Context: an optimization exercise on an open-source flow, tuned for a short achievable clock period and few clock cycles per item. The choices shown serve that exercise and are no tape-out recipe. RTL that was checked went through simulation tests only; none was proved equivalent to the original. No functional check of the RTL was part of run 3. Power and IR drop assume default switching activity.

### design.v
module rlc_decoder (
    input  wire        clk,
    input  wire        rst,           
    input  wire        arm,
    input  wire [5:0]  cfg_dw,        
    input  wire [4:0]  cfg_c,         
    input  wire [15:0] cfg_limit,     
    input  wire [6:0]  cfg_ratio,     
    output wire        idle,
    input  wire        rx_valid,
    input  wire [7:0]  rx_data,
    output wire        rx_ready,
    output wire        out_valid,
    input  wire        out_ready,
    output wire [31:0] out_data,
    output wire        out_pre,
    output wire        done,
    output wire        done_err,
    output wire [31:0] total_samples,
    output wire [31:0] delay_value
);
    localparam DEPTH = 8;
    localparam AW    = 3;
    reg         idle_q;
    reg         done_q;
    reg         err_q;
    reg         rx_ready_q;
    reg         rx_active_q;      
    reg  [5:0]  dw_q;
    reg  [4:0]  c_q;
    reg  [15:0] lim_q;
    reg  [6:0]  ratio_q;
    wire take = arm & idle_q;
    wire cfg_ok = (cfg_dw != 6'd0) && (cfg_dw <= 6'd32) && (cfg_c <= 5'd16) &&
                  (cfg_limit != 16'd0) && (cfg_ratio <= 7'd100);
    wire [6:0]  sum_w      = {1'b0, dw_q} + {2'b00, c_q} + 7'd7;
    wire [2:0]  rb         = sum_w[5:3];                  
    wire [6:0]  dsum_w     = {1'b0, dw_q} + 7'd7;
    wire [2:0]  db         = dsum_w[5:3];                 
    wire        rb_is1     = (rb == 3'd1);
    wire [5:0]  rl_sh      = 6'd1 << (rb - 3'd2);
    reg  [31:0] pmask_q;      
    reg  [15:0] cmask_q;      
    integer j;
    always @(posedge clk) begin
        for (j = 0; j < 32; j = j + 1)
            pmask_q[j] <= (j < {db, 3'b000}) && (j + c_q < {rb, 3'b000});
        for (j = 0; j < 16; j = j + 1)
            cmask_q[j] <= (j < c_q);
    end
    reg  [19:0] mul_a_q;      
    reg  [18:0] mul_b_q;      
    reg  [22:0] m_q;
    reg         mv1_q, mv2_q, m_valid_q;
    always @(posedge clk) begin
        mul_a_q <= lim_q * ratio_q[3:0];
        mul_b_q <= lim_q * ratio_q[6:4];
        m_q     <= {3'b000, mul_a_q} + {mul_b_q, 4'b0000} - {16'd0, ratio_q};
    end
    reg  [5:0]  lane_q;       
    reg         first_q;      
    reg         lastb_q;      
    reg         lasts_q;      
    reg  [15:0] scnt_q;       
    reg  [47:0] w_q;
    wire lastb  = first_q ? rb_is1 : lastb_q;
    wire accept = rx_valid & rx_ready_q;
    wire compl  = accept & lastb;
    reg         cmpl_q;       
    reg         cmpl_last_q;  
    wire [47:0] w_sh    = w_q >> c_q;
    wire [31:0] x_data  = w_sh[31:0] & pmask_q;
    wire [15:0] x_code  = w_q[15:0] & cmask_q;
    wire        x_zero  = (x_code == 16'd0);
    reg  [31:0] f_data [0:DEPTH-1];
    reg  [15:0] f_code [0:DEPTH-1];
    reg         f_zero [0:DEPTH-1];
    reg         f_last [0:DEPTH-1];
    reg  [AW-1:0] wptr_q, rptr_q;
    reg  [AW:0]   cnt_q;
    wire        f_ne   = (cnt_q != 0);
    wire        h_v    = f_ne | cmpl_q;
    wire [31:0] h_data = f_ne ? f_data[rptr_q] : x_data;
    wire [15:0] h_code = f_ne ? f_code[rptr_q] : x_code;
    wire        h_zero = f_ne ? f_zero[rptr_q] : x_zero;
    wire        h_last = f_ne ? f_last[rptr_q] : cmpl_last_q;
    wire [AW+1:0] pend = {1'b0, cnt_q} + {{AW+1{1'b0}}, cmpl_q} +
                         {{AW+1{1'b0}}, (rx_ready_q & lastb)};
    wire room = (pend <= DEPTH - 1);
    reg         ov_q;
    reg  [31:0] od_q;
    reg         opre_q;
    reg  [15:0] rem_q;
    reg         olast_q;      
    reg         olsamp_q;     
    reg  [22:0] y_q;          
    reg         ld_q;
    reg  [15:0] lcode_q;
    reg         lpre_q;
    reg  [31:0] total_q, delay_q;
    wire pre_next = (y_q <= m_q);
    wire fire     = ov_q & out_ready;
    wire load     = ~ov_q | (out_ready & olast_q);
    wire ld       = load & h_v & m_valid_q;
    wire pop      = ld;         
    wire push     = cmpl_q;
    assign idle          = idle_q;
    assign rx_ready      = rx_ready_q;
    assign out_valid     = ov_q;
    assign out_data      = od_q;
    assign out_pre       = opre_q;
    assign done          = done_q;
    assign done_err      = err_q;
    assign total_samples = total_q;
    assign delay_value   = delay_q;
    always @(posedge clk) begin
        if (push) begin
            f_data[wptr_q] <= x_data;
            f_code[wptr_q] <= x_code;
            f_zero[wptr_q] <= x_zero;
            f_last[wptr_q] <= cmpl_last_q;
        end
    end
    always @(posedge clk) begin
        if (take) begin
            dw_q    <= cfg_dw;
            c_q     <= cfg_c;
            lim_q   <= cfg_limit;
            ratio_q <= cfg_ratio;
        end
        if (accept) begin
            if (lane_q[0]) w_q[7:0]   <= rx_data;
            if (lane_q[1]) w_q[15:8]  <= rx_data;
            if (lane_q[2]) w_q[23:16] <= rx_data;
            if (lane_q[3]) w_q[31:24] <= rx_data;
            if (lane_q[4]) w_q[39:32] <= rx_data;
            if (lane_q[5]) w_q[47:40] <= rx_data;
        end
        if (ld) begin
            od_q     <= h_data;
            opre_q   <= pre_next;
            lcode_q  <= h_code;
        end
        lpre_q <= pre_next;
        if (ld) begin
            rem_q    <= h_code;
            olast_q  <= h_zero;
            olsamp_q <= h_last;
        end else if (fire) begin
            rem_q    <= rem_q - 16'd1;
            olast_q  <= (rem_q == 16'd1);
        end
    end
    always @(posedge clk) begin
        if (rst) begin
            idle_q      <= 1'b1;
            done_q      <= 1'b0;
            err_q       <= 1'b0;
            rx_ready_q  <= 1'b0;
            rx_active_q <= 1'b0;
            lane_q      <= 6'd1;
            first_q     <= 1'b0;
            lastb_q     <= 1'b0;
            lasts_q     <= 1'b0;
            scnt_q      <= 16'd0;
            cmpl_q      <= 1'b0;
            cmpl_last_q <= 1'b0;
            wptr_q      <= {AW{1'b0}};
            rptr_q      <= {AW{1'b0}};
            cnt_q       <= {(AW+1){1'b0}};
            ov_q        <= 1'b0;
            mv1_q       <= 1'b0;
            mv2_q       <= 1'b0;
            m_valid_q   <= 1'b0;
            y_q         <= 23'd0;
            ld_q        <= 1'b0;
            total_q     <= 32'd0;
            delay_q     <= 32'd0;
        end else begin
            mv1_q     <= take & cfg_ok;
            mv2_q     <= mv1_q;
            m_valid_q <= take ? 1'b0 : (m_valid_q | mv2_q);
            if (take) begin
                idle_q      <= 1'b0;
                err_q       <= ~cfg_ok;
                done_q      <= ~cfg_ok;
                rx_ready_q  <= cfg_ok;
                rx_active_q <= cfg_ok;
                lane_q      <= 6'd1;
                first_q     <= 1'b1;
                lastb_q     <= 1'b0;
                lasts_q     <= (cfg_limit == 16'd1);
                scnt_q      <= cfg_limit;
                y_q         <= 23'd100;
                total_q     <= 32'd0;
                delay_q     <= 32'd0;
            end else begin
                if (accept) begin
                    first_q <= 1'b0;
                    if (lastb) begin
                        lane_q  <= 6'd1;
                        lastb_q <= rb_is1;
                        scnt_q  <= scnt_q - 16'd1;
                        lasts_q <= (scnt_q == 16'd2);
                    end else begin
                        lane_q  <= {lane_q[4:0], 1'b0};
                        lastb_q <= |(lane_q & rl_sh);
                    end
                end
                if (accept & lastb & lasts_q)
                    rx_active_q <= 1'b0;
                rx_ready_q <= rx_active_q & ~(accept & lastb & lasts_q) & room;
                if (ld)
                    y_q <= y_q + 23'd100;
                if (ld)
                    ov_q <= 1'b1;
                else if (fire & olast_q)
                    ov_q <= 1'b0;
                done_q <= fire & olast_q & olsamp_q;
                if (done_q)
                    idle_q <= 1'b1;
                if (ld_q) begin
                    total_q <= total_q + {16'd0, lcode_q} + 32'd1;
                    if (lpre_q)
                        delay_q <= delay_q + {16'd0, lcode_q} + 32'd1;
                end
            end
            ld_q        <= ld;
            cmpl_q      <= compl;
            cmpl_last_q <= compl & lasts_q;
            if (push)
                wptr_q <= wptr_q + 1'b1;
            if (pop)
                rptr_q <= rptr_q + 1'b1;
            cnt_q <= cnt_q + {{AW{1'b0}}, push} - {{AW{1'b0}}, pop};
        end
    end
endmodule
### config.mk
export PLATFORM = sky130hd
export DESIGN_NAME = rlc_decoder
export DESIGN_NICKNAME = rlc_decoder
export VERILOG_FILES = /design/flow/design.v
export SDC_FILE = /design/flow/constraint.sdc
export NUM_CORES = 4
export LEC_CHECK = 0
export ABC_CLOCK_PERIOD_IN_PS = 2500
export CAP_MARGIN = 20
export CORE_MARGIN = 2
export CORE_UTILIZATION = 40
export SETUP_SLACK_MARGIN = 5
export SLEW_MARGIN = 20
### run.sh
#!/bin/bash
# synth_recipe.tcl (not shown) runs the flow's synth.tcl, then flattens the netlist and writes it again
# the make line also repeats each setting of config.mk as NAME=value (left out here)
make -C /OpenROAD-flow-scripts/flow DESIGN_CONFIG=/design/flow/config.mk WORK_HOME=/design/flow/orfs CLKGATE_MAP_FILE= SYNTH_SCRIPT=/design/flow/synth_recipe.tcl finish
### constraint.sdc
create_clock -name core_clock -period 8.0 [get_ports {clk}]
set_input_delay 1.6000 -clock core_clock [delete_from_list [all_inputs] [get_ports {clk}]]
set_output_delay 1.6000 -clock core_clock [all_outputs]
set_load 0.01 [all_outputs]
==> results of run 1 <==
## timing repair
item                                    in CTS  in global routing
buffers inserted                            50                 32
endpoints found under the hold margin        0                  0
gates resized for setup                    226                106
pin swaps                                   22                 49
endpoints found under the setup margin     568                198
cloned                                       7                  8
## stage by stage
stage,hold slack [ns],power [mW]
2_1_floorplan,0.411,6.70
3_3_place_gp,0.452,7.28
6_report,0.450,11.7
3_5_place_dp,0.433,7.30
4_1_cts,0.447,11.5
5_1_grt,0.456,12.3
## critical path, cell delays in order, from the launching register on
cell and delay [ns]:
sky130_fd_sc_hd__edfxtp_1 0.39, sky130_fd_sc_hd__buf_6 0.17, sky130_fd_sc_hd__nand2_4 0.05, sky130_fd_sc_hd__fa_1 0.55, sky130_fd_sc_hd__inv_2 0.04, sky130_fd_sc_hd__fa_1 0.55, sky130_fd_sc_hd__ha_4 0.22, sky130_fd_sc_hd__a21o_1 0.19
sky130_fd_sc_hd__a21o_1 0.16, sky130_fd_sc_hd__a41o_1 0.22, sky130_fd_sc_hd__a41o_1 0.24, sky130_fd_sc_hd__nor4bb_1 0.32, sky130_fd_sc_hd__a21oi_1 0.07, sky130_fd_sc_hd__o311ai_1 0.09
## power groups by stage
stage | clock, mW | combinational, mW | sequential (mW)
detailed placement | 0 | 2.36 | 4.95
floorplan | 0 | 1.83 | 4.87
finish | 4.08 | 2.77 | 4.85
global route | 4.34 | 3.13 | 4.87
CTS | 4.16 | 2.53 | 4.85
global placement | 0 | 2.33 | 4.95
## registers in the layout (all words and copies together), names as in the netlist, 4 cells and up, named ones only
register,flops
m_q,23
lcode_q,16
rem_q,16
od_q,32
scnt_q,16
lim_q,16
pmask_q,32
cnt_q,4
w_q,48
f_data,256
f_zero,8
y_q,21
delay_q,32
lane_q,6
dw_q,6
f_code,128
cmask_q,16
f_last,8
c_q,5
mul_b_q,19
mul_a_q,20
ratio_q,7
total_q,32
## layout by cell type, fill, tap and decap left out, drive strengths merged, types with 44 or more instances in the layout
| cell | instances |
|---|---|
| edfxtp | 549 |
| nand2 | 327 |
| dfxtp | 246 |
| ha | 227 |
| inv | 216 |
| nor2 | 193 |
| a21oi | 156 |
| o21ai | 145 |
| mux4 | 137 |
| clkbuf | 118 |
| buf | 116 |
| mux2i | 99 |
| nand3 | 94 |
| and2 | 92 |
| dlygate4sd2 | 86 |
| xnor2 | 84 |
| a21o | 76 |
| xor2 | 67 |
| a211oi | 67 |
| fa | 51 |
| clkdlybuf4s50 | 44 |
## layer usage
layer | global-route usage | up-vias
met1 | 0.273 | 13175
met4 | 0.0570 | 2
li1 | - | 12760
met5 | 0 | -
met2 | 0.313 | 712
met3 | 0.0283 | 159
## path summary, 6_finish.rpt
check,from,end,slack (ns),cells past startpoint
hold / removal,mv1_q,mv2_q,0.45,1
setup / recovery,ratio_q[3],mul_a_q[19],4.62,13
setup reg to reg,ratio_q[3],mul_a_q[19],4.62,13
hold reg to reg,mv1_q,mv2_q,0.45,1
## layout make-up
cell class,instances,area [um^2]
Timing Repair inverter,3,26.3
Clock buffer,109,2360
Tap cell,1357,1700
Timing Repair Buffer,271,2690
Fill cell,8873,52000
Clock inverter,50,562
Sequential cell,795,21500
Inverter,214,856
Multi-Input combinational cell,2198,18600
## cells by family after synthesis
family | synth area share
flops | 0.528
fa+ha+maj | 0.0953
mux | 0.105
buf+inv | 0.0344
simple gates | 0.107
compound gates | 0.0968
xor+xnor | 0.0330
==> impl_summary.log, run 1 <==
INFO  metric result_of_the_run = complete, no violations
INFO  metric p_int = 8.35 mW
INFO  metric drt_iter0_drc = 2,155
INFO  metric clk_transition_reported_paths = about 0.060 ns
INFO  metric cp_data_required_time = between 8 and 9 ns
INFO  metric detailroute.via_count = approximately 27,000
INFO  metric maximum_clock_frequency = 296 MHz
INFO  metric cts-root-to-sink-buffers = 3
INFO  metric groute.usage.overall = 0.195
INFO  metric postSynthRegisterBits = 795
INFO  metric clock_insertion_delay_worst_skew = around 0.67 ns
INFO  metric number_of_antenna_violations_at_the_first_check_in_global_routing = 2
INFO  metric pin_count_of_the_biggest_net_entering_global_routing = 73
INFO  metric cp.arrival = ~3.9 ns
INFO  metric netlist-cell-type-count = between 80 and 90
INFO  metric synth_top_cells_by_count = 549 x sky130_fd_sc_hd__edfxtp_1, 327 x sky130_fd_sc_hd__nand2_1, 246 x sky130_fd_sc_hd__dfxtp_1
INFO  metric layout-drive-gt1-share = 0.167
INFO  metric met2RoutedLength = between 40,000 and 50,000 um
INFO  metric switching_power = 3.36 mW
INFO  metric post-synth-top-area-fraction = 0.407
INFO  metric finalNonFillerCells = ~5,000
INFO  metric grt_pass1_vias = approximately 26,000
INFO  metric cts_max_level = 3
INFO  metric cts.hold.buffers_added = 0
INFO  metric coreArea = around 100,000 um^2
INFO  metric endpoint_kind = register
INFO  metric antenna_cells_inserted = 0
INFO  metric dieHeight = between 300 and 400 um
INFO  metric p_comb_frac = 0.237
INFO  metric via_per_inst = approximately 5.4
INFO  metric synth_warnings = 1
INFO  metric power.ir.vdd_worst = around 0.19 mV
INFO  metric leakagePower = 18.3 nW
INFO  metric startpoint_type = register
INFO  metric sequential_share_of_the_synthesized_area = 0.528
INFO  metric ant_nets = 0
INFO  metric timing.setup.tns = 0 ns
INFO  metric slew_viol_final = 0
INFO  metric fin_area = slightly below 50,000 um^2
INFO  metric synth-async-reset-ratio = 0
INFO  metric route.detailed.wl_per_inst = between 20 and 25 um
INFO  metric routed_met3_length = approximately 5300 um
INFO  metric synth-edff-count = 549
INFO  metric holdCritPathClass = reg2reg
INFO  metric seq_power_share = 0.414
INFO  metric area_delta_synth_final = 19.2%
INFO  metric max_cap_violations = 0
INFO  metric initial_utilization = 0.404
INFO  metric synthFlopType = sky130_fd_sc_hd__edfxtp_1
INFO  metric worstSetupPathType = reg2reg
INFO  metric layout_setup_ws = around 4.6 ns
INFO  metric hold_viol_final = 0
INFO  metric fp-row-count = between 100 and 150
INFO  metric period_share = 0.422
INFO  metric tritoncts = yes
INFO  metric post-route-util = 0.481
INFO  metric pre_cts_slack = ~3.6 ns
INFO  metric first_pass_grt_wire_length = roughly 160,000 um
INFO  metric cts_inserted_buffers = 87
INFO  metric netSwitchingFraction = 0.287
INFO  metric die_outline_width = ~320 um
INFO  metric nNetsFinal = about 4,000
INFO  metric number_of_instances_in_the_synthesized_netlist = between 3,000 and 4,000
INFO  metric p_clk_frac = 0.349
INFO  metric tightest_slew = about 0.98 ns
INFO  metric syn-num-nets = about 3,700
INFO  metric final.min_clock_period = approximately 3.4 ns
INFO  metric dpl_cell_area = about 44,000 um^2
INFO  metric top_layer_used = met5
INFO  metric crit_fanout = 7
INFO  metric drtPass1Iterations = 6
INFO  metric post-dp-hpwl = 66,700 um
INFO  metric setup_violation_total_in_the_final_timing_report = 0
INFO  metric synth.top_cells.by_area = sky130_fd_sc_hd__edfxtp_1 41%, sky130_fd_sc_hd__dfxtp_1 12%, sky130_fd_sc_hd__mux4_2 7.3%
INFO  metric die_area = about 100,000 um^2
INFO  metric skew = around 0.025 ns
INFO  metric finalWeightedCongestion = between 0.8 and 0.9
INFO  metric io_buffer_count = between 100 and 150
INFO  metric m1WireLength = around 47,000 um
INFO  metric synth.largest_area_cell = sky130_fd_sc_hd__edfxtp_1
INFO  metric cts_sinks = roughly 800
INFO  metric drcViolationCount = 0
INFO  metric synth.cell_area = ~41,000 um^2
INFO  metric globalRoute.totalOverflow = 0
INFO  metric syn_avg_cell_area = between 10 and 15 um^2
INFO  metric post-synth-top-count-cell = sky130_fd_sc_hd__edfxtp_1
INFO  metric max-slew-margin-rel = 0.350
INFO  metric post-place-cells = roughly 4,700
INFO  metric number_of_top_level_pins = approximately 150
INFO  metric finalWirelength = 103,000 um
INFO  metric power_density_normalized_to_cell_area = about 240 nW/um^2
INFO  metric cts_root_buffer = sky130_fd_sc_hd__clkbuf_16
INFO  metric setup_repair_after_global_routing_missed_its_margin = true
Testbench counts, summed over its fixed seeds: cycles 33,159, items 24,455.
==> run 2, diff against run 1 <==
--- a/config.mk
+++ b/config.mk
@@ -5,9 +5,7 @@
 export SDC_FILE = /design/flow/constraint.sdc
 export NUM_CORES = 4
 export LEC_CHECK = 0
-export ABC_CLOCK_PERIOD_IN_PS = 2500
 export CAP_MARGIN = 20
 export CORE_MARGIN = 2
 export CORE_UTILIZATION = 40
-export SETUP_SLACK_MARGIN = 5
 export SLEW_MARGIN = 20
==> run 2 against run 1 <==
Compared with the run above: still clean; fmax fell by 20%; global-route usage down 0.40 points; hold slack got worse by 0.0039 ns; final area is 4.0% lower; routed wire length shrank 4.4%; critical path depth increased by 3; area after synthesis did not move; die area is the same; critical path type unchanged.
==> impl_summary.log, run 2 <==
INFO  metric finalNonFillerCells = a little under 5,000
INFO  metric via_per_inst = 5.35
INFO  metric syn_avg_cell_area = 12.1 um^2
INFO  metric tightest_slew = between 1 and 1.5 ns
INFO  metric post_cts_resized = 0
INFO  metric die_outline_width = 322 um
INFO  metric cts_max_level = 3
INFO  metric r2r_end = rx_ready_q
INFO  metric crit_path_cell_trace = buf_4 > inv_1 > buf_4 > ha_1 > inv_1 > ha_1 > nand2b_1 > o21bai_4 > xor2_1 > buf_4 > a31oi_2 > nor2b_1 > fa_1 > ha_1 > a21oi_1 > a31o_2
INFO  metric cts_sinks = approximately 800
INFO  metric dieHeight = approximately 320 um
INFO  metric crit_slowest_cell = sky130_fd_sc_hd__buf_4
INFO  metric synthFlopType = sky130_fd_sc_hd__edfxtp_1
INFO  metric layout-drive-gt1-share = 0.102
INFO  metric synth_warnings = 1
INFO  metric detailroute.via_count = between 20,000 and 30,000
INFO  metric groute.usage.overall = 0.191
INFO  metric pin_count_of_the_biggest_net_entering_global_routing = 82
INFO  metric endpoint_kind = register
INFO  metric maximum_clock_frequency = about 240 MHz
INFO  metric final_common_cell = sky130_fd_sc_hd__edfxtp_1
INFO  metric post-place-cells = ~4,700
INFO  metric muxShareOfSynthArea = 0.105
INFO  metric skew = approximately 0.037 ns
INFO  metric syn-num-nets = about 3,700
INFO  metric endpoint = rx_ready_q
INFO  metric clock_insertion_delay_worst_skew = between 0.6 and 0.7 ns
INFO  metric cp_slowest_stage_delay = 0.58 ns
INFO  metric drcViolationCount = 0
INFO  metric holdCritPathClass = reg2reg
INFO  metric setup_repair_after_global_routing_missed_its_margin = false
INFO  metric crit_fanout = approximately 70
INFO  metric grt_pass1_vias = 26,085
INFO  metric synth_top_cells_by_count = 549 x sky130_fd_sc_hd__edfxtp_1, 327 x sky130_fd_sc_hd__nand2_1, 246 x sky130_fd_sc_hd__dfxtp_1
INFO  metric reg_top3 = f_data: 256 flops, f_code: 128 flops, w_q: 48 flops
INFO  metric globalRoute.totalOverflow = 0
INFO  metric synth_top_family_by_area = simple AND/OR/NAND/NOR gates
INFO  metric cts_root_buffer = sky130_fd_sc_hd__clkbuf_16
INFO  metric synth-simple-area-share = 0.107
INFO  metric worstSetupPathType = reg2reg
INFO  metric first_pass_grt_wire_length = 153,000 um
INFO  metric leakagePower = approximately 17 nW
INFO  metric synth.cell_area = between 40,000 and 50,000 um^2
INFO  metric result_of_the_run = complete, no violations
INFO  metric io_buffer_count = ~150
INFO  metric number_of_instances_in_the_synthesized_netlist = ~3,300
INFO  metric post-cts-setup-buffers = 0
INFO  metric power.ir.vdd_worst = between 0.2 and 0.25 mV
INFO  metric cts-root-to-sink-buffers = 3
INFO  metric hold_viol_final = 0
INFO  metric ant_nets = 0
INFO  metric final.min_clock_period = ~4.2 ns
INFO  metric initial_utilization = 0.404
INFO  metric critical_path.reg2reg.startpoint = c_q[2]
INFO  metric startpoint_type = register
INFO  metric finalWeightedCongestion = about 0.9
INFO  metric drtPass1Iterations = 7
INFO  metric cts_inserted_buffers = 85
INFO  metric post-synth-top-area-fraction = 0.407
INFO  metric synth-async-reset-ratio = 0
INFO  metric yosys.area_share.xor_xnor = 0.0330
INFO  metric sequential_share_of_the_synthesized_area = 0.528
INFO  metric largest_register_ffs = roughly 260
INFO  metric cp.arrival = 4.80 ns
INFO  metric critical_path.startpoint = c_q[2]
INFO  metric power_density_normalized_to_cell_area = between 200 and 250 nW/um^2
INFO  metric nNetsFinal = roughly 3,800
INFO  metric finalWirelength = about 98,000 um
INFO  metric max_cap_violations = 0
INFO  metric synthAdderAreaFrac = 0.0953
INFO  metric fp-row-count = around 120
INFO  metric coreArea = ~100,000 um^2
INFO  metric number_of_antenna_violations_at_the_first_check_in_global_routing = 3
INFO  metric tritoncts = yes
INFO  metric rrSetupSlack = approximately 3.8 ns
INFO  metric number_of_top_level_pins = roughly 150
INFO  metric slew_viol_final = 0
INFO  metric synth.largest_area_cell = sky130_fd_sc_hd__edfxtp_1
INFO  metric synth.top_cells.by_area = sky130_fd_sc_hd__edfxtp_1 41%, sky130_fd_sc_hd__dfxtp_1 12%, sky130_fd_sc_hd__mux4_2 7.3%
INFO  metric netlist-cell-type-count = 84
INFO  metric die_area = about 100,000 um^2
INFO  metric final_cell_mix = 549 x sky130_fd_sc_hd__edfxtp_1, 327 x sky130_fd_sc_hd__nand2_1, 243 x sky130_fd_sc_hd__dfxtp_1
INFO  metric post-synth-top-count-cell = sky130_fd_sc_hd__edfxtp_1
INFO  metric synth-compound-area-share = 0.0968
INFO  metric period_share = 0.524
INFO  metric postSynthRegisterBits = 795
INFO  metric area_delta_synth_final = 14.4%
INFO  metric clk_transition_reported_paths = around 0.06 ns
INFO  metric worst_r2r_path_depth = 16
INFO  metric post-route-util = 0.462
INFO  metric drt_iter0_drc = between 2,000 and 2,500
INFO  metric timing.setup.tns = 0 ns
INFO  metric setup_violation_total_in_the_final_timing_report = 0
INFO  metric route.detailed.wl_per_inst = 20.0 um
INFO  metric cp_data_required_time = about 8.6 ns
INFO  metric cts.hold.buffers_added = 0
INFO  metric max-slew-margin-rel = 0.309
INFO  metric largest_register = f_data
INFO  metric post-dp-hpwl = around 66,000 um
INFO  metric synth-edff-count = between 500 and 600
run 2: cell count changes in the layout (fill, tap and decap cells not counted), moves of 13 or more:
cell,before,now
sky130_fd_sc_hd__buf_4,83,32
sky130_fd_sc_hd__a211oi_1,51,66
sky130_fd_sc_hd__dlygate4sd2_1,86,0
sky130_fd_sc_hd__clkdlybuf4s50_1,44,147
sky130_fd_sc_hd__buf_6,16,1
sky130_fd_sc_hd__buf_12,13,0
sky130_fd_sc_hd__a211oi_2,14,1
sky130_fd_sc_hd__ha_1,200,227
sky130_fd_sc_hd__dfxtp_1,218,243
sky130_fd_sc_hd__o21ai_0,124,137
sky130_fd_sc_hd__dfxtp_2,25,0
sky130_fd_sc_hd__clkdlybuf4s15_1,13,0
sky130_fd_sc_hd__ha_4,23,0
run 2: per-stage QoR:
stage | total power [mW] | hold WS (ns) | setup WS [ns] | area [um^2]
after CTS | 11.4 | 0.444 | 3.85 | 46400
after detailed placement | 7.30 | 0.426 | 3.88 | 43500
after global routing | 11.9 | 0.458 | 3.52 | 46400
final | 11.3 | 0.446 | 3.80 | 46400
after global placement | 7.28 | 0.420 | 3.94 | 43500
after floorplan | 6.66 | 0.411 | 2.93 | 40500
run 2: critical path: cells and delay by family, from the launching register on:
kind	cells	cell delay [ns]
AO/OA/AOI/OAI	4	0.95
buffers and inverters	5	1.25
AND/OR/NAND/NOR	2	0.25
flip-flops	1	0.32
XOR/XNOR	1	0.09
adder cells (fa/ha/maj)	4	1.22
run 2: cells by family after synthesis:
kind of cell	after synthesis
adder cells (fa/ha/maj)	278
buffers and inverters	351
AO/OA/AOI/OAI	608
XOR/XNOR	151
AND/OR/NAND/NOR	909
multiplexers	250
flip-flops	795
run 2: final cells by class:
| cell class | instances | area, um^2 |
|---|---|---|
| multi-input cells | 2196 | 17800 |
| diodes | 2 | 5.00 |
| well taps | 1357 | 1700 |
| inverters | 214 | 805 |
| fillers | 9063 | 53900 |
| clock buffers | 115 | 2320 |
| flip-flops and latches | 795 | 21400 |
| repair buffers | 181 | 1730 |
| clock inverters | 45 | 584 |
run 2: per-layer routing:
metal | vias up | track usage | wire length, um | share of wire
met1 | 12903 | 0.269 | 46100 | 0.47
met5 | - | 0 | 0 | 0
met3 | 124 | 0.0271 | 4710 | 0.048
li1 | 12557 | - | - | -
met2 | 637 | 0.304 | 44900 | 0.46
met4 | 0 | 0.0606 | 2590 | 0.026
run 2: worst min-delay path by stage:
| stage | cells past startpoint | startpoint | to |
|---|---|---|---|
| after floorplan | 2 | mv2_q | m_valid_q |
| final | 2 | mv2_q | m_valid_q |
| after CTS | 2 | mv2_q | m_valid_q |
| after global routing | 2 | mv2_q | m_valid_q |
| after detailed placement | 2 | mv2_q | m_valid_q |
| after global placement | 2 | mv2_q | m_valid_q |
run 2: power by group:
| part | leakage [nW] | switching, mW | total (mW) | internal, mW |
|---|---|---|---|---|
| clock network | 1.39 | 1.70 | 4.05 | 2.35 |
| registers | 7.04 | 0.120 | 4.84 | 4.72 |
| logic | 8.78 | 1.39 | 2.38 | 0.985 |
==> run 3, diff against run 2 <==
--- a/design.v
+++ b/design.v
@@ -33,43 +33,64 @@
     wire take = arm & idle_q;
     wire cfg_ok = (cfg_dw != 6'd0) && (cfg_dw <= 6'd32) && (cfg_c <= 5'd16) &&
                   (cfg_limit != 16'd0) && (cfg_ratio <= 7'd100);
+    wire [6:0]  cfg_sum    = {1'b0, cfg_dw} + {2'b00, cfg_c};
+    reg         rb1_q;        
+    reg         rb2_q;        
+    reg  [15:0] cmask_q;      
+    integer j;
+    always @(posedge clk) begin
+        if (take) begin
+            rb1_q <= (cfg_sum <= 7'd8);
+            rb2_q <= (cfg_sum > 7'd8) && (cfg_sum <= 7'd16);
+            for (j = 0; j < 16; j = j + 1)
+                cmask_q[j] <= (j < cfg_c);
+        end
+    end
     wire [6:0]  sum_w      = {1'b0, dw_q} + {2'b00, c_q} + 7'd7;
     wire [2:0]  rb         = sum_w[5:3];                  
     wire [6:0]  dsum_w     = {1'b0, dw_q} + 7'd7;
     wire [2:0]  db         = dsum_w[5:3];                 
-    wire        rb_is1     = (rb == 3'd1);
-    wire [5:0]  rl_sh      = 6'd1 << (rb - 3'd2);
-    reg  [31:0] pmask_q;      
-    reg  [15:0] cmask_q;      
-    integer j;
-    always @(posedge clk) begin
+    wire [6:0]  rtop       = {1'b0, rb, 3'b000} - {2'b00, c_q};
+    wire [6:0]  dtop       = {1'b0, db, 3'b000};
+    reg  [5:0]  rl_sh_q;      
+    reg  [6:0]  ptop_q;       
+    reg  [31:0] pmask_q;
+    always @(posedge clk) begin
+        rl_sh_q <= 6'd1 << (rb - 3'd2);
+        ptop_q  <= (rtop < dtop) ? rtop : dtop;
         for (j = 0; j < 32; j = j + 1)
-            pmask_q[j] <= (j < {db, 3'b000}) && (j + c_q < {rb, 3'b000});
-        for (j = 0; j < 16; j = j + 1)
-            cmask_q[j] <= (j < c_q);
-    end
-    reg  [19:0] mul_a_q;      
-    reg  [18:0] mul_b_q;      
-    reg  [22:0] m_q;
-    reg         mv1_q, mv2_q, m_valid_q;
-    always @(posedge clk) begin
-        mul_a_q <= lim_q * ratio_q[3:0];
-        mul_b_q <= lim_q * ratio_q[6:4];
-        m_q     <= {3'b000, mul_a_q} + {mul_b_q, 4'b0000} - {16'd0, ratio_q};
+            pmask_q[j] <= (j < ptop_q);
+    end
+    reg  [17:0] pp0_q, pp1_q, pp2_q;    
+    reg  [15:0] pp3_q;                  
+    reg  [7:0]  rat_q;                  
+    reg  [19:0] q0_q;
+    reg  [18:0] q1_q;
+    reg  [7:0]  rat2_q;
+    wire [23:0] dinit = {4'd0, q0_q} + {1'b0, q1_q, 4'd0} - {16'd0, rat2_q};
+    reg         mv1_q, mv2_q, mv3_q, m_valid_q;
+    always @(posedge clk) begin
+        pp0_q   <= lim_q * ratio_q[1:0];
+        pp1_q   <= lim_q * ratio_q[3:2];
+        pp2_q   <= lim_q * ratio_q[5:4];
+        pp3_q   <= ratio_q[6] ? lim_q : 16'd0;
+        rat_q   <= {1'b0, ratio_q} + 8'd100;
+        q0_q    <= {2'b00, pp0_q} + {pp1_q, 2'b00};
+        q1_q    <= {1'b0, pp2_q} + {1'b0, pp3_q, 2'b00};
+        rat2_q  <= rat_q;
     end
     reg  [5:0]  lane_q;       
-    reg         first_q;      
     reg         lastb_q;      
     reg         lasts_q;      
     reg  [15:0] scnt_q;       
     reg  [47:0] w_q;
-    wire lastb  = first_q ? rb_is1 : lastb_q;
+    wire lastb  = lastb_q;
     wire accept = rx_valid & rx_ready_q;
     wire compl  = accept & lastb;
     reg         cmpl_q;       
     reg         cmpl_last_q;  
     wire [47:0] w_sh    = w_q >> c_q;
-    wire [31:0] x_data  = w_sh[31:0] & pmask_q;
+    wire [31:0] x_data  = w_sh[31:0];            
     wire [15:0] x_code  = w_q[15:0] & cmask_q;
     wire        x_zero  = (x_code == 16'd0);
     reg  [31:0] f_data [0:DEPTH-1];
@@ -93,12 +114,12 @@
     reg  [15:0] rem_q;
     reg         olast_q;      
     reg         olsamp_q;     
-    reg  [22:0] y_q;          
+    reg  [23:0] d_q;          
     reg         ld_q;
     reg  [15:0] lcode_q;
     reg         lpre_q;
     reg  [31:0] total_q, delay_q;
-    wire pre_next = (y_q <= m_q);
+    wire pre_next = ~d_q[23];
     wire fire     = ov_q & out_ready;
     wire load     = ~ov_q | (out_ready & olast_q);
     wire ld       = load & h_v & m_valid_q;
@@ -137,7 +158,7 @@
             if (lane_q[5]) w_q[47:40] <= rx_data;
         end
         if (ld) begin
-            od_q     <= h_data;
+            od_q     <= h_data & pmask_q;
             opre_q   <= pre_next;
             lcode_q  <= h_code;
         end
@@ -159,7 +180,6 @@
             rx_ready_q  <= 1'b0;
             rx_active_q <= 1'b0;
             lane_q      <= 6'd1;
-            first_q     <= 1'b0;
             lastb_q     <= 1'b0;
             lasts_q     <= 1'b0;
             scnt_q      <= 16'd0;
@@ -171,15 +191,16 @@
             ov_q        <= 1'b0;
             mv1_q       <= 1'b0;
             mv2_q       <= 1'b0;
+            mv3_q       <= 1'b0;
             m_valid_q   <= 1'b0;
-            y_q         <= 23'd0;
             ld_q        <= 1'b0;
             total_q     <= 32'd0;
             delay_q     <= 32'd0;
         end else begin
             mv1_q     <= take & cfg_ok;
             mv2_q     <= mv1_q;
-            m_valid_q <= take ? 1'b0 : (m_valid_q | mv2_q);
+            mv3_q     <= mv2_q;
+            m_valid_q <= take ? 1'b0 : (m_valid_q | mv3_q);
             if (take) begin
                 idle_q      <= 1'b0;
                 err_q       <= ~cfg_ok;
@@ -187,31 +208,30 @@
                 rx_ready_q  <= cfg_ok;
                 rx_active_q <= cfg_ok;
                 lane_q      <= 6'd1;
-                first_q     <= 1'b1;
-                lastb_q     <= 1'b0;
+                lastb_q     <= (cfg_sum <= 7'd8);
                 lasts_q     <= (cfg_limit == 16'd1);
                 scnt_q      <= cfg_limit;
-                y_q         <= 23'd100;
                 total_q     <= 32'd0;
                 delay_q     <= 32'd0;
             end else begin
                 if (accept) begin
-                    first_q <= 1'b0;
                     if (lastb) begin
                         lane_q  <= 6'd1;
-                        lastb_q <= rb_is1;
+                        lastb_q <= rb1_q;
                         scnt_q  <= scnt_q - 16'd1;
                         lasts_q <= (scnt_q == 16'd2);
                     end else begin
                         lane_q  <= {lane_q[4:0], 1'b0};
-                        lastb_q <= |(lane_q & rl_sh);
+                        lastb_q <= lane_q[0] ? rb2_q : |(lane_q[5:1] & rl_sh_q[5:1]);
                     end
                 end
                 if (accept & lastb & lasts_q)
                     rx_active_q <= 1'b0;
                 rx_ready_q <= rx_active_q & ~(accept & lastb & lasts_q) & room;
-                if (ld)
-                    y_q <= y_q + 23'd100;
+                if (mv3_q)
+                    d_q <= dinit;
+                else if (ld)
+                    d_q <= d_q - 24'd100;
                 if (ld)
                     ov_q <= 1'b1;
                 else if (fire & olast_q)
--- a/config.mk
+++ b/config.mk
@@ -5,7 +5,9 @@
 export SDC_FILE = /design/flow/constraint.sdc
 export NUM_CORES = 4
 export LEC_CHECK = 0
+export ABC_CLOCK_PERIOD_IN_PS = 2500
 export CAP_MARGIN = 20
 export CORE_MARGIN = 2
 export CORE_UTILIZATION = 40
+export SETUP_SLACK_MARGIN = 5
 export SLEW_MARGIN = 20
==> run 3 against run 2 <==
Compared with the run above: sequential cell count up 77; routed wire length up 7.6%; area after synthesis up 1.9%; count of clock-buffer cells in the layout up 16; clock skew up 0.029 ns; utilization up 1.8 points; global-route usage up 0.51 points; worst setup slack better by 0.80 ns; critical path type unchanged.
==> impl_summary.log, run 3 <==
INFO  metric cts.hold.buffers_added = 0
INFO  metric globalRoute.totalOverflow = 0
INFO  metric worstSetupPathType = reg2reg
INFO  metric final.hold.worst_slack = 0.321 ns
INFO  metric reg_top3 = f_data: 256 flops, f_code: 128 flops, w_q: 48 flops
INFO  metric postSynthRegisterBits = slightly below 900
INFO  metric crit_slowest_cell = sky130_fd_sc_hd__a221o_2
INFO  metric drt_iter0_drc = 1,932
INFO  metric finalNonFillerCells = 5,031
INFO  metric leakagePower = between 15 and 20 nW
INFO  metric ff_latch_area = 23,400 um^2
INFO  metric drcViolationCount = 0
INFO  metric area_delta_synth_final = 18.8%
INFO  metric cts_max_level = 3
INFO  metric io_buffer_count = roughly 150
INFO  metric setup_repair_after_global_routing_missed_its_margin = true
INFO  metric route.detailed.wl_per_inst = approximately 21 um
INFO  metric hold_viol_final = 0
INFO  metric netlist-cell-type-count = 85
INFO  metric number_of_instances_in_the_synthesized_netlist = between 3,000 and 4,000
INFO  metric startpoint_type = register
INFO  metric grt_pass1_vias = between 20,000 and 30,000
INFO  metric syn_avg_cell_area = about 12 um^2
INFO  metric nNetsFinal = 3,824
INFO  metric syn-num-nets = 3,603
INFO  metric post-synth-top-count-cell = sky130_fd_sc_hd__edfxtp_1
INFO  metric number_of_top_level_pins = between 100 and 150
INFO  metric first_pass_grt_wire_length = approximately 160,000 um
INFO  metric setup_violation_total_in_the_final_timing_report = 0
INFO  metric dieHeight = 325 um
INFO  metric post-place-cells = 4,781
INFO  metric power.ir.vdd_worst = about 0.18 mV
INFO  metric cp_data_required_time = between 8 and 9 ns
INFO  metric cpMostUsedCell = sky130_fd_sc_hd__ha_4
INFO  metric synth-compound-area-share = 0.0988
INFO  metric cts-root-to-sink-buffers = 3
INFO  metric synth-simple-area-share = 0.108
INFO  metric layout_setup_ws = between 4 and 5 ns
INFO  metric period_share = 0.424
INFO  metric largest_register = f_data
INFO  metric max_cap_violations = 0
INFO  metric crit_path_cell_trace = buf_12 > clkinv_16 > ha_4 > inv_2 > ha_4 > a31oi_4 > nor2b_2 > o21a_1 > nor2_4 > ha_4 > a21o_1 > xnor2_1 > inv_1 > ha_4 > a221o_2 > mux2i_1
INFO  metric detailroute.via_count = about 27,000
INFO  metric tritoncts = yes
INFO  metric sequential_share_of_the_synthesized_area = 0.565
INFO  metric cts_sinks = 872
INFO  metric groute.usage.overall = 0.196
INFO  metric endpoint_kind = register
INFO  metric synth_top_cells_by_count = 588 x sky130_fd_sc_hd__edfxtp_1, 289 x sky130_fd_sc_hd__nand2_1, 284 x sky130_fd_sc_hd__dfxtp_1
INFO  metric post-dp-hpwl = 66,400 um
INFO  metric pre_cts_slack = around 3.3 ns
INFO  metric synth.cell_area = 41,300 um^2
INFO  metric synthAdderAreaFrac = 0.0618
INFO  metric pin_count_of_the_biggest_net_entering_global_routing = 64
INFO  metric die_area = 106,000 um^2
INFO  metric synth_warnings = 1
INFO  metric layout-drive-gt1-share = 0.167
INFO  metric path_buf_inv = 4
INFO  metric result_of_the_run = complete, no violations
INFO  metric multiInputGateArea = around 18,000 um^2
INFO  metric post-synth-top-area-fraction = 0.428
INFO  metric finalWirelength = about 110,000 um
INFO  metric skew = 0.0660 ns
INFO  metric die_outline_width = ~330 um
INFO  metric synthFlopType = sky130_fd_sc_hd__edfxtp_1
INFO  metric holdCritPathClass = reg2reg
INFO  metric cts_root_buffer = sky130_fd_sc_hd__clkbuf_16
INFO  metric final.min_clock_period = between 3 and 4 ns
INFO  metric timing.setup.tns = 0 ns
INFO  metric crit_fanout = 6
INFO  metric initial_utilization = 0.405
INFO  metric slew_viol_final = 0
INFO  metric clock_insertion_delay_worst_skew = about 0.69 ns
INFO  metric cts_inserted_buffers = 94
INFO  metric cp_slowest_stage_delay = 0.47 ns
INFO  metric power_density_normalized_to_cell_area = approximately 250 nW/um^2
INFO  metric yosys.area_share.xor_xnor = 0.0403
INFO  metric synth-edff-count = around 600
INFO  metric synth_top_family_by_area = simple AND/OR/NAND/NOR gates
INFO  metric clk_transition_reported_paths = 0.06 ns
INFO  metric post-route-util = 0.481
INFO  metric critPathTopFamily = compound AO/OA/AOI/OAI gates
INFO  metric largest_register_ffs = between 200 and 300
INFO  metric max-slew-margin-rel = 0.340
INFO  metric filler_cell_count = approximately 9,100
INFO  metric final_common_cell = sky130_fd_sc_hd__edfxtp_1
INFO  metric ant_nets = 0
INFO  metric drtPass1Iterations = 7
INFO  metric finalWeightedCongestion = 0.837
INFO  metric cp.arrival = 3.94 ns
INFO  metric muxShareOfSynthArea = 0.0964
INFO  metric synth.top_cells.by_area = sky130_fd_sc_hd__edfxtp_1 43%, sky130_fd_sc_hd__dfxtp_1 14%, sky130_fd_sc_hd__mux4_2 7.1%
INFO  metric synth.largest_area_cell = sky130_fd_sc_hd__edfxtp_1
INFO  metric coreArea = 102,000 um^2
INFO  metric maximum_clock_frequency = 294 MHz
INFO  metric tightest_slew = approximately 0.96 ns
INFO  metric final_cell_mix = 588 x sky130_fd_sc_hd__edfxtp_1, 283 x sky130_fd_sc_hd__nand2_1, 258 x sky130_fd_sc_hd__dfxtp_1
INFO  metric synth-async-reset-ratio = 0
INFO  metric via_per_inst = about 5.4
INFO  metric fp-row-count = between 100 and 150
INFO  metric number_of_antenna_violations_at_the_first_check_in_global_routing = 5
## run 3: worst reg2reg max path, stage by stage (launching register included)
cell                        delay, ns
sky130_fd_sc_hd__edfxtp_1        0.41
sky130_fd_sc_hd__buf_12          0.16
sky130_fd_sc_hd__clkinv_16       0.06
sky130_fd_sc_hd__ha_4            0.25
sky130_fd_sc_hd__inv_2           0.04
sky130_fd_sc_hd__ha_4            0.21
sky130_fd_sc_hd__a31oi_4         0.21
sky130_fd_sc_hd__nor2b_2         0.08
sky130_fd_sc_hd__o21a_1          0.21
sky130_fd_sc_hd__nor2_4          0.11
sky130_fd_sc_hd__ha_4            0.22
sky130_fd_sc_hd__a21o_1          0.19
sky130_fd_sc_hd__xnor2_1         0.19
sky130_fd_sc_hd__inv_1           0.09
sky130_fd_sc_hd__ha_4            0.22
sky130_fd_sc_hd__a221o_2         0.47
sky130_fd_sc_hd__mux2i_1         0.15
## run 3: routing by layer
metal | share of wire | routed length, um | track usage | up-vias
met2 | 0.48 | 51200 | 0.334 | 653
met4 | 0.030 | 3160 | 0.0615 | 0
met5 | 0 | 0 | 0 | -
li1 | - | - | - | 12818
met3 | 0.048 | 5050 | 0.0291 | 167
met1 | 0.44 | 46300 | 0.256 | 13349
## run 3: stage by stage
| stage | instance area (um^2) | power, mW |
|---|---|---|
| 2_1_floorplan | 41600 | 6.83 |
| 3_3_place_gp | 44500 | 7.36 |
| 3_5_place_dp | 44500 | 7.37 |
| 4_1_cts | 48700 | 12.1 |
| 5_1_grt | 49100 | 12.7 |
| 6_report | 49100 | 12.1 |
## run 3: final cells by class
class                           count  area share
Sequential cell                   872       0.477
Multi-Input combinational cell   2189       0.359
Clock buffer                      131      0.0541
Timing Repair Buffer              252      0.0475
Tap cell                         1368      0.0349
Inverter                          168      0.0145
Clock inverter                     45      0.0119
Timing Repair inverter              5     0.00145
Antenna cell                        1   0.0000510
## run 3: kinds of logic (layout without fill, tap and decap cells)
| logic type | after synthesis | in the layout |
|---|---|---|
| XOR/XNOR | 190 | 190 |
| adder cells (fa/ha/maj) | 195 | 195 |
| AO/OA/AOI/OAI | 631 | 631 |
| multiplexers | 234 | 234 |
| buffers and inverters | 302 | 601 |
| other | 1 | 2 |
| AND/OR/NAND/NOR | 936 | 938 |
| flip-flops | 872 | 872 |
## run 3: timing repair
action / in CTS / in global routing
gates cloned: 10 / 2
setup endpoints to repair: 383 / 169
buffers inserted: 42 / 19
hold endpoints to repair: 0 / 0
pin swaps: 29 / 44
resized for setup: 290 / 117
## run 3: path summary, 6_finish.rpt
kind             from         to  slack (ns)  cells past startpoint
max reg2reg    c_q[2]  ptop_q[5]        4.60                     16
min reg2reg  rat_q[5]  rat2_q[5]        0.32                      0
max            c_q[2]  ptop_q[5]        4.60                     16
min          rat_q[5]  rat2_q[5]        0.32                      0
## run 3: power by group
| group | switching, mW | total [mW] | internal, mW |
|---|---|---|---|
| clock | 1.85 | 4.49 | 2.64 |
| sequential | 0.151 | 5.22 | 5.07 |
| combinational | 1.35 | 2.43 | 1.07 |
| total | 3.36 | 12.1 | 8.78 |
==> run 4, diff against run 3 <==
--- a/design.v
+++ b/design.v
@@ -53,11 +53,14 @@
     wire [6:0]  rtop       = {1'b0, rb, 3'b000} - {2'b00, c_q};
     wire [6:0]  dtop       = {1'b0, db, 3'b000};
     reg  [5:0]  rl_sh_q;      
+    reg  [6:0]  rtop_q, dtop_q;
     reg  [6:0]  ptop_q;       
     reg  [31:0] pmask_q;
     always @(posedge clk) begin
         rl_sh_q <= 6'd1 << (rb - 3'd2);
-        ptop_q  <= (rtop < dtop) ? rtop : dtop;
+        rtop_q  <= rtop;
+        dtop_q  <= dtop;
+        ptop_q  <= (rtop_q < dtop_q) ? rtop_q : dtop_q;
         for (j = 0; j < 32; j = j + 1)
             pmask_q[j] <= (j < ptop_q);
     end
==> flow/run.sh (new file) <==
#!/bin/bash
set -euo pipefail
bash standard.sh SETUP_SLACK_MARGIN=5.6 finish > orfs_make.log 2>&1
==> standard.sh (new file) <==
#!/bin/bash
# synth_recipe.tcl (not shown) runs the flow's synth.tcl, then flattens the netlist and writes it again
# the make line also repeats each setting of config.mk as NAME=value (left out here)
make -C /OpenROAD-flow-scripts/flow DESIGN_CONFIG=/design/flow/config.mk WORK_HOME=/design/flow/orfs CLKGATE_MAP_FILE= SYNTH_SCRIPT=/design/flow/synth_recipe.tcl "${@:-finish}"
removed: run.sh
==> run 4 against run 3 <==
Compared with the run above: still clean; non-clock buffer count up 311; hold slack got worse by 0.0045 ns; synthesized cell count is 0.95% higher; critical path depth fell by 3; utilization rose by 5.3 points; clock skew is 0.0080 ns lower; via count is 8.0% higher; worst setup slack improved by 0.43 ns; combinational power is 16% higher.
==> impl_summary.log, run 4 <==
INFO  metric initial_utilization = 0.403
INFO  metric critical_path.reg2reg.startpoint = q0_q[5]
INFO  metric cp.arrival = 3.36 ns
INFO  metric synth-async-reset-ratio = 0
INFO  metric synthFlopType = sky130_fd_sc_hd__edfxtp_1
INFO  metric worst_hold_path.num_cells = 0
INFO  metric max-slew-margin-rel = 0.321
INFO  metric hold_path.startpoint = rat_q[5]
INFO  metric drt_iter0_drc = ~2,400
INFO  metric globalRoute.totalOverflow = 0
INFO  metric die_area = 107,000 um^2
INFO  metric min_to = rat2_q[5]
INFO  metric pre_cts_slack = about 3.2 ns
INFO  metric synth_warnings = 1
INFO  metric worst_r2r_path_depth = 13
INFO  metric sequential_share_of_the_synthesized_area = 0.565
INFO  metric clock_insertion_delay_worst_skew = ~0.7 ns
INFO  metric layout_setup_ws = between 5 and 6 ns
INFO  metric post-place-cells = between 4,000 and 5,000
INFO  metric fin_area = approximately 55,000 um^2
INFO  metric cts_sinks = around 900
INFO  metric crit_fanout = 4
INFO  metric synth_top_cells_by_count = 588 x sky130_fd_sc_hd__edfxtp_1, 294 x sky130_fd_sc_hd__dfxtp_1, 281 x sky130_fd_sc_hd__nand2_1
INFO  metric detailroute.via_count = 29,157
INFO  metric number_of_antenna_violations_at_the_first_check_in_global_routing = 0
INFO  metric via_per_inst = roughly 5.4
INFO  metric final.hold.worst_slack = 0.316 ns
INFO  metric netSwitchingFraction = 0.284
INFO  metric post-synth-top-count-cell = sky130_fd_sc_hd__edfxtp_1
INFO  metric max_cap_violations = 0
INFO  metric synth.largest_area_cell = sky130_fd_sc_hd__edfxtp_1
INFO  metric die_outline_width = 327 um
INFO  metric cp_data_required_time = 8.40 ns
INFO  metric area_delta_synth_final = 32.4%
INFO  metric skew = ~0.058 ns
INFO  metric period_share = 0.370
INFO  metric rrSetupSlack = slightly above 5 ns
INFO  metric setup_repair_after_global_routing_missed_its_margin = true
INFO  metric filler_cell_count = 8,662
INFO  metric number_of_instances_in_the_synthesized_netlist = between 3,000 and 4,000
INFO  metric slew_viol_final = 0
INFO  metric cts_root_buffer = sky130_fd_sc_hd__clkbuf_16
INFO  metric dpl_cell_area = approximately 45,000 um^2
INFO  metric power.ir.vdd_worst = ~0.2 mV
INFO  metric pin_count_of_the_biggest_net_entering_global_routing = 67
INFO  metric fp-row-count = 118
INFO  metric route.detailed.wl_per_inst = about 22 um
INFO  metric seq_power_share = 0.417
INFO  metric p_int = 9.04 mW
INFO  metric setup_violation_total_in_the_final_timing_report = 0
INFO  metric holdCritPathClass = reg2reg
INFO  metric tightest_slew = 1.02 ns
INFO  metric post-dp-hpwl = ~66,000 um
INFO  metric final_cell_mix = 588 x sky130_fd_sc_hd__edfxtp_1, 245 x sky130_fd_sc_hd__buf_4, 237 x sky130_fd_sc_hd__nand2_1
INFO  metric number_of_top_level_pins = between 100 and 150
INFO  metric power_density_normalized_to_cell_area = roughly 230 nW/um^2
INFO  metric result_of_the_run = complete, no violations
INFO  metric postSynthRegisterBits = 882
INFO  metric switching_power = roughly 3.6 mW
INFO  metric drtPass1Iterations = 5
INFO  metric leakagePower = 20.4 nW
INFO  metric hold_viol_final = 0
INFO  metric syn-num-nets = between 3,000 and 4,000
INFO  metric coreArea = 103,000 um^2
INFO  metric grt_pass1_vias = between 20,000 and 30,000
INFO  metric worstSetupPathType = reg2reg
INFO  metric p_comb_frac = 0.224
INFO  metric antenna_cells_inserted = 0
INFO  metric cts_max_level = 3
INFO  metric finalNonFillerCells = ~5,400
INFO  metric r2r_end = d_q[22]
INFO  metric finalWirelength = ~120,000 um
INFO  metric groute.usage.overall = 0.210
INFO  metric report.power.total = 12.6 mW
INFO  metric tritoncts = yes
INFO  metric endpoint_kind = register
INFO  metric startpoint_type = register
INFO  metric dieHeight = ~330 um
INFO  metric timing.setup.tns = 0 ns
INFO  metric io_buffer_count = 148
INFO  metric syn_avg_cell_area = around 12 um^2
INFO  metric layout-drive-gt1-share = 0.348
INFO  metric largest_register_ffs = 256
INFO  metric nNetsFinal = roughly 4,200
INFO  metric cts-root-to-sink-buffers = 3
INFO  metric synth-edff-count = 588
INFO  metric ant_nets = 0
INFO  metric first_pass_grt_wire_length = roughly 170,000 um
INFO  metric finalWeightedCongestion = around 0.83
INFO  metric largest_register = f_data
INFO  metric synth.cell_area = around 42,000 um^2
INFO  metric p_clk_frac = 0.358
INFO  metric clk_transition_reported_paths = 0.06 ns
INFO  metric final_common_cell = sky130_fd_sc_hd__edfxtp_1
INFO  metric cts_inserted_buffers = 94
INFO  metric netlist-cell-type-count = 88
INFO  metric reg_top3 = f_data: 256 flops, f_code: 128 flops, w_q: 48 flops
INFO  metric maximum_clock_frequency = around 340 MHz
INFO  metric post-route-util = 0.533
INFO  metric post-synth-top-area-fraction = 0.424
INFO  metric drcViolationCount = 0
INFO  metric final.min_clock_period = between 2 and 3 ns
INFO  metric synth.top_cells.by_area = sky130_fd_sc_hd__edfxtp_1 42%, sky130_fd_sc_hd__dfxtp_1 14%, sky130_fd_sc_hd__mux4_2 7.0%
==> run 4: critical path, stage by stage, from the launching register on <==
cell and delay [ns]:
sky130_fd_sc_hd__dfxtp_2 0.32, sky130_fd_sc_hd__inv_2 0.04, sky130_fd_sc_hd__fa_1 0.49, sky130_fd_sc_hd__inv_2 0.04
sky130_fd_sc_hd__ha_4 0.23, sky130_fd_sc_hd__buf_4 0.13, sky130_fd_sc_hd__buf_6 0.10, sky130_fd_sc_hd__o211ai_1 0.12
sky130_fd_sc_hd__o21ai_2 0.14, sky130_fd_sc_hd__o211a_1 0.24, sky130_fd_sc_hd__o21a_2 0.23, sky130_fd_sc_hd__a221oi_2 0.26
sky130_fd_sc_hd__xor2_1 0.21, sky130_fd_sc_hd__mux2i_1 0.11
==> run 4: repair_timing <==
| action | 4_1_cts | 5_1_grt |
|---|---|---|
| resized for setup | 1064 | 335 |
| hold buffers | 0 | 0 |
| cloned | 36 | 3 |
| setup endpoints to repair | 946 | 650 |
| setup buffers | 257 | 110 |
| pin swaps | 195 | 218 |
==> run 4: power by group through the flow <==
stage | sequential (mW) | clock (mW) | combinational [mW]
after global routing | 5.29 | 4.78 | 3.11
after floorplan | 5.29 | 0 | 1.66
final | 5.27 | 4.52 | 2.83
after global placement | 5.38 | 0 | 2.14
after detailed placement | 5.38 | 0 | 2.15
after CTS | 5.27 | 4.61 | 2.63
==> run 4: how the worst max path moves through the flow <==
stage               from      endpoint  slack [ns]  cells past startpoint
4_1_cts         od_q[24]  out_data[24]        5.06                      1
2_1_floorplan  out_ready      cnt_q[1]        4.27                     10
6_report         q0_q[5]       d_q[22]        5.04                     13
5_1_grt          q0_q[5]       d_q[19]        4.91                     12
3_5_place_dp   out_ready      cnt_q[1]        3.21                     12
3_3_place_gp   out_ready      cnt_q[1]        3.29                     12
==> run 4: cells by family (layout without fill, tap and decap cells) <==
group | Yosys count | after routing | synth area share
and+or+nand+nor | 931 | 945 | 0.108
muxes | 241 | 242 | 0.0973
other | 1 | 1 | 0.0000900
buffers and inverters | 302 | 902 | 0.0293
adders and majority gates | 195 | 195 | 0.0613
xor gates and xnor gates | 181 | 181 | 0.0381
DFF | 882 | 882 | 0.565
AOI/OAI and AO/OA | 660 | 661 | 0.101
==> run 4: metal layers <==
metal / global-route usage / part of all wire
met4: 0.0762 / 0.035
met2: 0.360 / 0.49
met1: 0.271 / 0.42
met5: 0 / 0
met3: 0.0279 / 0.048
==> run 4: area by class of cell <==
| cell class | count | area (um^2) | share of cell area |
|---|---|---|---|
| Tap cell | 1380 | 1730 | 0.0313 |
| Sequential cell | 882 | 23700 | 0.430 |
| Timing Repair inverter | 5 | 73.8 | 0.00134 |
| Clock inverter | 50 | 656 | 0.0119 |
| Multi-Input combinational cell | 2225 | 20000 | 0.362 |
| Inverter | 161 | 704 | 0.0128 |
| Clock buffer | 123 | 2600 | 0.0472 |
| Timing Repair Buffer | 563 | 5730 | 0.104 |
Testbench counts of run 4, summed over its fixed seeds: cycles 33,214, items 24,455.
==> run 5, diff against run 4 <==
==> run.sh (new file) <==
#!/bin/bash
# synth_recipe.tcl (not shown) runs the flow's synth.tcl, then flattens the netlist and writes it again
# the make line also repeats each setting of config.mk as NAME=value (left out here)
make -C /OpenROAD-flow-scripts/flow DESIGN_CONFIG=/design/flow/config.mk WORK_HOME=/design/flow/orfs CLKGATE_MAP_FILE= SYNTH_SCRIPT=/design/flow/synth_recipe.tcl finish
removed: flow/run.sh
removed: standard.sh
==> run 5 against run 4 <==
Compared with the run above: hold slack improved by 0.0020 ns; utilization fell by 6.0 points; first-iteration DRC count fell by 13%; combinational power fell by 17%; critical path type unchanged.
==> impl_summary.log, run 5 <==
INFO  metric synth-edff-count = ~590
INFO  metric setup_repair_after_global_routing_missed_its_margin = true
INFO  metric pin_count_of_the_biggest_net_entering_global_routing = just under 70
INFO  metric period_share = 0.374
INFO  metric max_cap_violations = 0
INFO  metric tightest_slew = 1.09 ns
INFO  metric filler_cell_count = 9,370
INFO  metric skew = 0.0391 ns
INFO  metric largest_register_ffs = around 260
INFO  metric maximum_clock_frequency = between 300 and 400 MHz
INFO  metric netlist-cell-type-count = 88
INFO  metric power_density_normalized_to_cell_area = ~250 nW/um^2
INFO  metric globalRoute.totalOverflow = 0
INFO  metric synth-compound-area-share = 0.101
INFO  metric timing.setup.tns = 0 ns
INFO  metric route.detailed.wl_per_inst = around 20 um
INFO  metric multiInputGateArea = 17,500 um^2
INFO  metric drcViolationCount = 0
INFO  metric leakagePower = approximately 18 nW
INFO  metric coreArea = 103,000 um^2
INFO  metric postSynthRegisterBits = ~880
INFO  metric synth.cell_area = between 40,000 and 50,000 um^2
INFO  metric holdCritPathClass = reg2reg
INFO  metric initial_utilization = 0.403
INFO  metric max-slew-margin-rel = 0.250
INFO  metric synth.top_cells.by_area = sky130_fd_sc_hd__edfxtp_1 42%, sky130_fd_sc_hd__dfxtp_1 14%, sky130_fd_sc_hd__mux4_2 7.0%
INFO  metric startpoint_type = register
INFO  metric synth-async-reset-ratio = 0
INFO  metric cp_data_required_time = 8.42 ns
INFO  metric cp.arrival = ~3.4 ns
INFO  metric clk_transition_reported_paths = 0.06 ns
INFO  metric drtPass1Iterations = 5
INFO  metric setup_violation_total_in_the_final_timing_report = 0
INFO  metric synth_top_cells_by_count = 588 x sky130_fd_sc_hd__edfxtp_1, 294 x sky130_fd_sc_hd__dfxtp_1, 281 x sky130_fd_sc_hd__nand2_1
INFO  metric crit_fanout = 3
INFO  metric post-synth-top-area-fraction = 0.424
INFO  metric yosys.area_share.xor_xnor = 0.0381
INFO  metric slew_viol_final = 0
INFO  metric ant_nets = 0
INFO  metric muxShareOfSynthArea = 0.0973
INFO  metric largest_register = f_data
INFO  metric number_of_top_level_pins = 149
INFO  metric clock_insertion_delay_worst_skew = approximately 0.68 ns
INFO  metric worstSetupPathType = reg2reg
INFO  metric syn_avg_cell_area = roughly 12 um^2
INFO  metric post-synth-top-count-cell = sky130_fd_sc_hd__edfxtp_1
INFO  metric cts_max_level = 3
INFO  metric final.hold.worst_slack = 0.318 ns
INFO  metric rrSetupSlack = 5.01 ns
INFO  metric tritoncts = yes
INFO  metric cts_sinks = a little under 900
INFO  metric dpl_cell_area = around 45,000 um^2
INFO  metric cts-root-to-sink-buffers = 3
INFO  metric critical_path.startpoint = q1_q[1]
INFO  metric fp-row-count = approximately 120
INFO  metric cts_inserted_buffers = 94
INFO  metric number_of_antenna_violations_at_the_first_check_in_global_routing = 8
INFO  metric worst_r2r_path_depth = 12
INFO  metric synth_warnings = 1
INFO  metric endpoint_kind = register
INFO  metric hold_path.startpoint = rat_q[6]
INFO  metric worst_hold_path.num_cells = 0
INFO  metric layout-drive-gt1-share = 0.153
INFO  metric groute.usage.overall = 0.188
INFO  metric die_area = between 100,000 and 150,000 um^2
INFO  metric finalWirelength = 103,000 um
INFO  metric area_delta_synth_final = 17.4%
INFO  metric nNetsFinal = 3,831
INFO  metric via_per_inst = 5.30
INFO  metric detailroute.via_count = around 27,000
INFO  metric ff_latch_area = approximately 24,000 um^2
INFO  metric reg_top3 = f_data: 256 flops, f_code: 128 flops, w_q: 48 flops
INFO  metric dieHeight = between 300 and 400 um
INFO  metric io_buffer_count = roughly 150
INFO  metric synthAdderAreaFrac = 0.0613
INFO  metric finalWeightedCongestion = 0.818
INFO  metric critical_path.reg2reg.startpoint = q1_q[1]
INFO  metric syn-num-nets = ~3,600
INFO  metric sequential_share_of_the_synthesized_area = 0.565
INFO  metric final_common_cell = sky130_fd_sc_hd__edfxtp_1
INFO  metric hold_viol_final = 0
INFO  metric power.ir.vdd_worst = 0.187 mV
INFO  metric first_pass_grt_wire_length = about 160,000 um
INFO  metric fin_area = approximately 49,000 um^2
INFO  metric post-dp-hpwl = ~66,000 um
INFO  metric result_of_the_run = complete, no violations
INFO  metric drt_iter0_drc = 2,064
INFO  metric cts_root_buffer = sky130_fd_sc_hd__clkbuf_16
INFO  metric die_outline_width = 327 um
INFO  metric number_of_instances_in_the_synthesized_netlist = ~3,400
INFO  metric synth-simple-area-share = 0.108
INFO  metric synthFlopType = sky130_fd_sc_hd__edfxtp_1
INFO  metric final_cell_mix = 588 x sky130_fd_sc_hd__edfxtp_1, 275 x sky130_fd_sc_hd__nand2_1, 257 x sky130_fd_sc_hd__dfxtp_1
INFO  metric synth.largest_area_cell = sky130_fd_sc_hd__edfxtp_1
INFO  metric synth_top_family_by_area = simple AND/OR/NAND/NOR gates
INFO  metric final.min_clock_period = 2.99 ns
INFO  metric grt_pass1_vias = approximately 26,000
INFO  metric cts.hold.buffers_added = 0
## run 5: final cells by class
cell class,instances,area share
Clock inverter,40,0.00949
Multi-Input combinational cell,2212,0.357
Timing Repair Buffer,236,0.0462
Antenna cell,2,0.000102
Inverter,161,0.0137
Tap cell,1380,0.0353
Timing Repair inverter,2,0.000563
Clock buffer,133,0.0551
Sequential cell,882,0.482
## run 5: critical path, cell delays in order, from the launching register on
cell	delay [ns]
sky130_fd_sc_hd__dfxtp_2	0.32
sky130_fd_sc_hd__inv_2	0.03
sky130_fd_sc_hd__fa_1	0.51
sky130_fd_sc_hd__inv_2	0.05
sky130_fd_sc_hd__ha_4	0.25
sky130_fd_sc_hd__a211oi_4	0.25
sky130_fd_sc_hd__o21ai_2	0.13
sky130_fd_sc_hd__a221oi_2	0.33
sky130_fd_sc_hd__o21ai_2	0.15
sky130_fd_sc_hd__a21oi_2	0.16
sky130_fd_sc_hd__nor2_1	0.07
sky130_fd_sc_hd__or3_1	0.30
sky130_fd_sc_hd__a31o_1	0.21
## run 5: logic make-up after synthesis
| kind of cell | after synthesis |
|---|---|
| flip-flops | 882 |
| buffers and inverters | 302 |
| adder cells (fa/ha/maj) | 195 |
| other | 1 |
| multiplexers | 241 |
| AO/OA/AOI/OAI | 660 |
| XOR/XNOR | 181 |
| AND/OR/NAND/NOR | 931 |
## run 5: routing by layer
metal  vias up  track usage  wire, um
met4         2       0.0576      2930
met5         -            0        10
li1      12880            -         -
met2       656        0.315     49000
met1     13072        0.251     45000
met3       158       0.0304      5560
## run 5: timing repair
item / CTS / global route
setup buffers: 34 / 16
setup endpoints to repair: 407 / 105
gates cloned: 5 / 5
gates resized for setup: 280 / 68
pin swaps: 22 / 28
## run 5: path summary, 6_finish.rpt
kind	to
setup / recovery	d_q[19]
hold / removal	rat2_q[6]
setup reg to reg	d_q[19]
hold reg to reg	rat2_q[6]
## run 5: per-stage QoR
step,setup WS (ns),power (mW),util,cells
global placement,3.33,7.41,0.432,4813
detailed placement,3.28,7.42,0.432,4813
floorplan,4.27,6.85,-,3393
global route,4.84,12.6,0.473,5047
CTS,4.98,12.0,0.469,5025
finish,5.01,12.0,0.473,5048
## run 5: where the power goes
group / switching, mW / internal [mW]
Clock: 1.84 / 2.56
Combinational: 1.35 / 0.989
Sequential: 0.142 / 5.13

## separate check: timing with driven ports
In the flow no input, the clock included, has a driving cell. The finished layouts below were timed again as built, in two steps.
Step 1: set_driving_cell puts a clkbuf_16 on clk and a buf_2 on each other input, an assumption about the parent block.
Step 2 adds t to the input delays and takes it off the output delays; t is the mean of the earliest and latest rising clock arrival at the registers after step 1. Input paths then give back, and output paths get back, about the clock's delay inside the block.
Slacks: ideal ports / drivers / drivers and shift; pairs: ideal ports / drivers.
run	t (ns)	slack for setup (ns)	worst setup path at the end	latest minus earliest clock arrival (ns)	worst slew at a driven data input, ns
run 1	0.726	4.625 / 4.625 / 4.327	input to register	0.029 / 0.029	0.10
run 2	0.722	3.804 / 3.804 / 3.804	register to register	0.037 / 0.037	0.11
run 3	0.724	4.604 / 4.604 / 4.310	input to register	0.067 / 0.067	0.12
run 4	0.742	5.038 / 5.026 / 4.506	input to register	0.068 / 0.069	0.13
run 5	0.730	5.005 / 4.962 / 4.343	input to register	0.040 / 0.040	0.14
After both steps every run listed still meets setup and hold. For run 5, which loses most, drivers alone change the setup slack by -0.043 ns; drivers and shift together by -0.662 ns.
